Context: an optimization exercise on an open-source flow, tuned for small area. The choices shown serve that exercise and are no tape-out recipe. At most, simulation tests tie the RTL to the original design; equivalence was not proved.

Setup of 04-12:
==> module epdl_aor16, before the edit <==
module epdl_aor16 (input wire [15:0] a, input wire [15:0] s, output wire y);
    wire [5:0] g;
    epdl_aoi222 u_g0 (.a(a[2:0]),   .s(s[2:0]),   .y(g[0]));
    epdl_aoi222 u_g1 (.a(a[5:3]),   .s(s[5:3]),   .y(g[1]));
    epdl_aoi222 u_g2 (.a(a[8:6]),   .s(s[8:6]),   .y(g[2]));
    epdl_aoi222 u_g3 (.a(a[11:9]),  .s(s[11:9]),  .y(g[3]));
    epdl_aoi222 u_g4 (.a(a[14:12]), .s(s[14:12]), .y(g[4]));
    assign g[5] = ~(a[15] & s[15]);
    assign y = ~(g[0] & g[1] & g[2]) | ~(g[3] & g[4] & g[5]);
endmodule
==> module epdl_aoi222, before the edit <==
module epdl_aoi222 (input wire [2:0] a, input wire [2:0] s, output wire y);
    assign y = ~((a[0] & s[0]) | (a[1] & s[1]) | (a[2] & s[2]));
endmodule
clock: 10.0 ns
lec_check: 0
cap_margin: 20
core_margin: 2
core_utilization: 50
cts_buf_list: sky130_fd_sc_hd__clkbuf_8
cts_cluster_diameter: 60
cts_cluster_size: 16
slew_margin: 20
synth_hierarchical: 1
standard.sh (not shown) runs the stock make flow with config.mk's settings and CLKGATE_MAP_FILE= SYNTH_SCRIPT=/design/flow/synth_recipe.tcl, a recipe that flattens the netlist after the stock synthesis.
==> flow/flow/run.sh <==
#!/bin/bash
# The standard layout (the standard.sh: standard synthesis unchanged,
# then ORFS floorplan .. finish), with three changes to how the layout is
# built:
#  - after the floorplan, every logic gate is replaced by the smallest cell
#    of the same function (flow/downsize.tcl); the later repair steps size
#    cells up again where slew, capacitance or timing need it;
#  - the port buffers are the smallest buffer cell;
#  - clock tree synthesis uses the clustering of config.mk and adds no
#    dummy loads.
# The standard flow's whole output is in standard.log here; ORFS's own
# per-step logs are under orfs/logs/.
set -euo pipefail
here=$(pwd)
export POST_FLOORPLAN_TCL="$here/flow/downsize.tcl"
export BUFFER_PORTS_ARGS="-buffer_cell sky130_fd_sc_hd__buf_1"
export CTS_ARGS="-sink_clustering_enable -repair_clock_nets -sink_clustering_size 16 -sink_clustering_max_diameter 60 -buf_list sky130_fd_sc_hd__clkbuf_8 -dont_use_dummy_load"
bash standard.sh > standard.log 2>&1
Other scripts of this flow, unchanged in this note and not shown: flow/flow/downsize.tcl
--- input diff 04-12..07-04 ---
--- a/flow/design.v
+++ b/flow/design.v
@@ -782,17 +782,7 @@
     assign rd = |(colv & colhot);
 endmodule
 module epdl_aor16 (input wire [15:0] a, input wire [15:0] s, output wire y);
-    wire [5:0] g;
-    epdl_aoi222 u_g0 (.a(a[2:0]),   .s(s[2:0]),   .y(g[0]));
-    epdl_aoi222 u_g1 (.a(a[5:3]),   .s(s[5:3]),   .y(g[1]));
-    epdl_aoi222 u_g2 (.a(a[8:6]),   .s(s[8:6]),   .y(g[2]));
-    epdl_aoi222 u_g3 (.a(a[11:9]),  .s(s[11:9]),  .y(g[3]));
-    epdl_aoi222 u_g4 (.a(a[14:12]), .s(s[14:12]), .y(g[4]));
-    assign g[5] = ~(a[15] & s[15]);
-    assign y = ~(g[0] & g[1] & g[2]) | ~(g[3] & g[4] & g[5]);
-endmodule
-module epdl_aoi222 (input wire [2:0] a, input wire [2:0] s, output wire y);
-    assign y = ~((a[0] & s[0]) | (a[1] & s[1]) | (a[2] & s[2]));
+    assign y = |(a & s);
 endmodule
 module epdl_ucode (input wire [5:0] pc, output reg [7:0] uinst);
     localparam [3:0] SQ_PTR = 4'd0, SQ_AREA = 4'd1, SQ_LUTF = 4'd2, SQ_LUTP = 4'd3,
Results
- [compare] base=04-12 new=07-04: non-clock buffer count moved down; number of optimization iterations in the first detailed-route pass shows a reduction of 8; die area higher; routed wire length lower; cell area increased 390 sq um.
- Sequential share of cell area: 07-04 vs 04-12 down 0.68 points
- Comparing diode insertion count for antenna repair for 07-04 and 04-12, the smaller number came from 07-04.
- Comparing 07-04 and 04-12, the lower synthesized area is on 04-12.
- 07-04 — multi-input combinational cell area 2.6% higher, 04-12 as reference
- 04-12 has lower clock skew than 07-04.
- Looking at minimum setup slack in the final design, 07-04 sits 0.43 ns higher than 04-12 does.
The RTL of 04-12 was laid out without a check of its function.

## what the ideal ports hide
In the flow no input, the clock included, has a driving cell. The finished layouts below were timed again as built, in two steps. Step 1 (the two cells are an assumption about what drives the block):
set clk [get_ports {clk}]
set_driving_cell -lib_cell sky130_fd_sc_hd__clkbuf_16 $clk
set_driving_cell -lib_cell sky130_fd_sc_hd__buf_2 [delete_from_list [all_inputs] $clk]
Step 2 times the ports against the registers' clock, not the clock port: input delays grow and output delays shrink by t, the midpoint of the rising clock arrivals with the driver on. a / b / c = no drivers / after step 1 / after step 2; a / b = the first two.
run | t, ns | setup slack, ns | worst setup path at the end
04-12 | 0.716 | 0.988 / 0.967 / 0.967 | input to output
07-04 | 0.718 | 1.418 / 1.395 / 1.395 | input to output
After both steps every run listed still meets setup and hold. For 07-04, which loses most, drivers alone change the setup slack by -0.023 ns; drivers and shift together by -0.023 ns.
